This is an optimization exercise on Yosys and OpenROAD, whose aim is small area, a short achievable clock period and few clock cycles per item, not a production implementation.
The RTL was checked by simulation tests, not by an equivalence proof against the original design.
Power figures rest on the tool's default switching activity, not on a simulated workload.

// feistel_core
module feistel_core (
    input  wire         clk,
    input  wire         rst,       
    input  wire         start,     
    input  wire         alg,       
    input  wire         dir,       
    input  wire         chain,     
    input  wire         first,     
    input  wire [127:0] key,       
    input  wire [63:0]  iv,        
    input  wire [63:0]  din,       
    output wire         ready,
    output wire         done,      
    output wire [63:0]  dout       
);
    localparam [31:0] DELTA = 32'h9e3779b9;
    function [31:0] bswap(input [31:0] x);
        bswap = {x[7:0], x[15:8], x[23:16], x[31:24]};
    endfunction
    reg         busy;
    reg         done_r;
    reg         ready_r;       
    reg  [5:0]  h;             
    reg         alg_r, dir_r, chain_r;
    reg  [31:0] k0, k1, k2, k3;
    reg  [31:0] ta, sb;        
    reg  [63:0] prev;          
    reg  [63:0] last_ct;       
    reg         out_enc;       
    wire [63:0] prev_in = first ? iv : last_ct;
    wire [63:0] blk_in  = (chain && !dir) ? (din ^ prev_in) : din;
    wire [31:0] in_v0   = bswap(blk_in[31:0]);
    wire [31:0] in_v1   = bswap(blk_in[63:32]);
    wire [31:0] sum_tab [0:32];
    genvar gi;
    generate
        for (gi = 0; gi <= 32; gi = gi + 1) begin : g_tab
            assign sum_tab[gi] = gi * DELTA;
        end
    endgenerate
    wire [5:0]  q      = {1'b0, h[5:1]} + {5'd0, alg_r ? dir_r : h[0]};
    wire [5:0]  m_n    = dir_r ? (6'd32 - q) : (q + 6'd1);
    wire [31:0] s_n    = sum_tab[m_n];
    wire        tgt1_n = ~h[0] ^ dir_r;
    wire [1:0]  kidx_n = alg_r ? (tgt1_n ? s_n[12:11] : s_n[1:0]) : {tgt1_n, 1'b0};
    reg  [31:0] s_r;
    reg  [3:0]  ksel_r;
    reg         tgt1_r;
    reg         last_r;
    reg         first_r;
    always @(posedge clk) begin
        if (busy) begin
            s_r    <= s_n;
  ...
Size in the first run: about 2400 cells after synthesis, roughly 370 flip-flops, ~0.024 mm2 of cells after synthesis.
==> flow/config.mk <==
export PLATFORM = sky130hd
export DESIGN_NAME = feistel_core
export DESIGN_NICKNAME = feistel_core
export VERILOG_FILES = /design/flow/design.v
export SDC_FILE = /design/flow/constraint.sdc
export NUM_CORES = 4
export LEC_CHECK = 0
export CAP_MARGIN = 20
export CORE_MARGIN = 2
export CORE_UTILIZATION = 40
export SLEW_MARGIN = 20
==> flow/constraint.sdc <==
create_clock -name core_clock -period 20.0 [get_ports {clk}]
set_input_delay 4.0000 -clock core_clock [delete_from_list [all_inputs] [get_ports {clk}]]
set_output_delay 4.0000 -clock core_clock [all_outputs]
set_load 0.01 [all_outputs]
standard.sh (not shown) runs the stock make flow with config.mk's settings and CLKGATE_MAP_FILE= SYNTH_SCRIPT=/design/flow/synth_recipe.tcl, a recipe that flattens the netlist after the stock synthesis.
==> flow/flow/run.sh <==
#!/bin/bash
# The standard layout, with the smallest buffer on each port in place of the
# delay buffer that buffer_ports picks by default, and timing repair aiming
# for a shorter period than the clock's.
bash standard.sh BUFFER_PORTS_ARGS="-buffer_cell sky130_fd_sc_hd__buf_1" SETUP_SLACK_MARGIN=14.5 CTS_CLUSTER_SIZE=30 CTS_CLUSTER_DIAMETER=80 finish > standard.log 2>&1
The starting point passed the timing, DRC and antenna checks.
Testbench counts at the start, summed over its fixed seeds: cycles 49,928, blocks 768.
Then changed:
==> flow/flow/run.sh (replaced) <==
#!/bin/bash
# The standard layout, with the smallest buffer on each port in place of the
# delay buffer that buffer_ports picks by default, and timing repair aiming
# for a shorter period than the clock's.
bash standard.sh BUFFER_PORTS_ARGS="-buffer_cell sky130_fd_sc_hd__buf_1" SETUP_SLACK_MARGIN=14.2 CTS_CLUSTER_SIZE=30 CTS_CLUSTER_DIAMETER=80 finish > standard.log 2>&1
Final area is lower slightly.
Non-clock buffer count fell by 10.
Count of clock-buffer cells in the layout is unchanged.
First-iteration DRC count climbs by about a fifth.
Setup slack barely changes.
Flip-flop and latch count is unchanged.

* * *

feistel_core again, from the RTL that the note above started with.
Settings: LEC_CHECK=0, CAP_MARGIN=20, CORE_MARGIN=2, CORE_UTILIZATION=40, SLEW_MARGIN=20; clock period 20.0 ns.
==> flow/flow/run.sh <==
#!/bin/bash
# The standard layout, with the smallest buffer on each port in place of the
# delay buffer that buffer_ports picks by default, and timing repair aiming
# for a shorter period than the clock's.
bash standard.sh BUFFER_PORTS_ARGS="-buffer_cell sky130_fd_sc_hd__buf_1" SETUP_SLACK_MARGIN=14 CTS_CLUSTER_SIZE=30 CTS_CLUSTER_DIAMETER=80 ABC_AREA=1 finish > standard.log 2>&1
The first run finished clean.
Testbench counts at the start, summed over its fixed seeds: cycles 49,928, blocks 768.
Edit:
==> flow/flow/run.sh (replaced) <==
#!/bin/bash
# The standard layout, with the smallest buffer on each port in place of the
# delay buffer that buffer_ports picks by default, and timing repair aiming
# for a shorter period than the clock's.
bash standard.sh BUFFER_PORTS_ARGS="-buffer_cell sky130_fd_sc_hd__buf_1" SETUP_SLACK_MARGIN=14 CTS_CLUSTER_SIZE=30 CTS_CLUSTER_DIAMETER=80 CORE_UTILIZATION=55 finish > standard.log 2>&1
Worst hold slack loses 0.0031 ns.
Area after synthesis came out lower by 4.6%.
Flip-flop and latch count does not change.
Sequential share of layout area climbs by 1.1 points.
Design area is lower by 3.3%.
Non-clock buffer count goes up by 38.
Combinational power increases by 27%.

separate check: timing with driven ports:
The results above use ideal ports. As a check the final layouts listed here were re-extracted and re-timed, cells and wires unchanged.
Step 1: set_driving_cell puts a clkbuf_16 on clk and a buf_2 on each other input, an assumption about the parent block.
Step 2, shift: input delay + t, output delay - t, t = (earliest + latest rising clock arrival at the registers) / 2. This alone moves slack from input paths to output paths.
Slacks: no drivers / after step 1 / after step 2; pairs: no drivers / after step 1.
run	t, ns	setup WS [ns]	worst setup path at the end	latest minus earliest clock arrival (ns)	pins driven straight from the clock port
the first run of note 1	0.632	14.036 / 13.973 / 14.070	input to register	0.026 / 0.026	1
the second run of note 1	0.641	14.038 / 13.982 / 13.694	input to register	0.033 / 0.034	1
the first run of note 2	0.657	13.999 / 13.935 / 13.642	input to register	0.037 / 0.037	1
the second run of note 2	0.639	14.016 / 13.961 / 13.631	input to register	0.037 / 0.037	1
After both steps setup and hold are still met in every run listed. For the second run of note 2, which loses most, drivers alone change the setup slack by -0.055 ns; drivers and shift together by -0.385 ns.
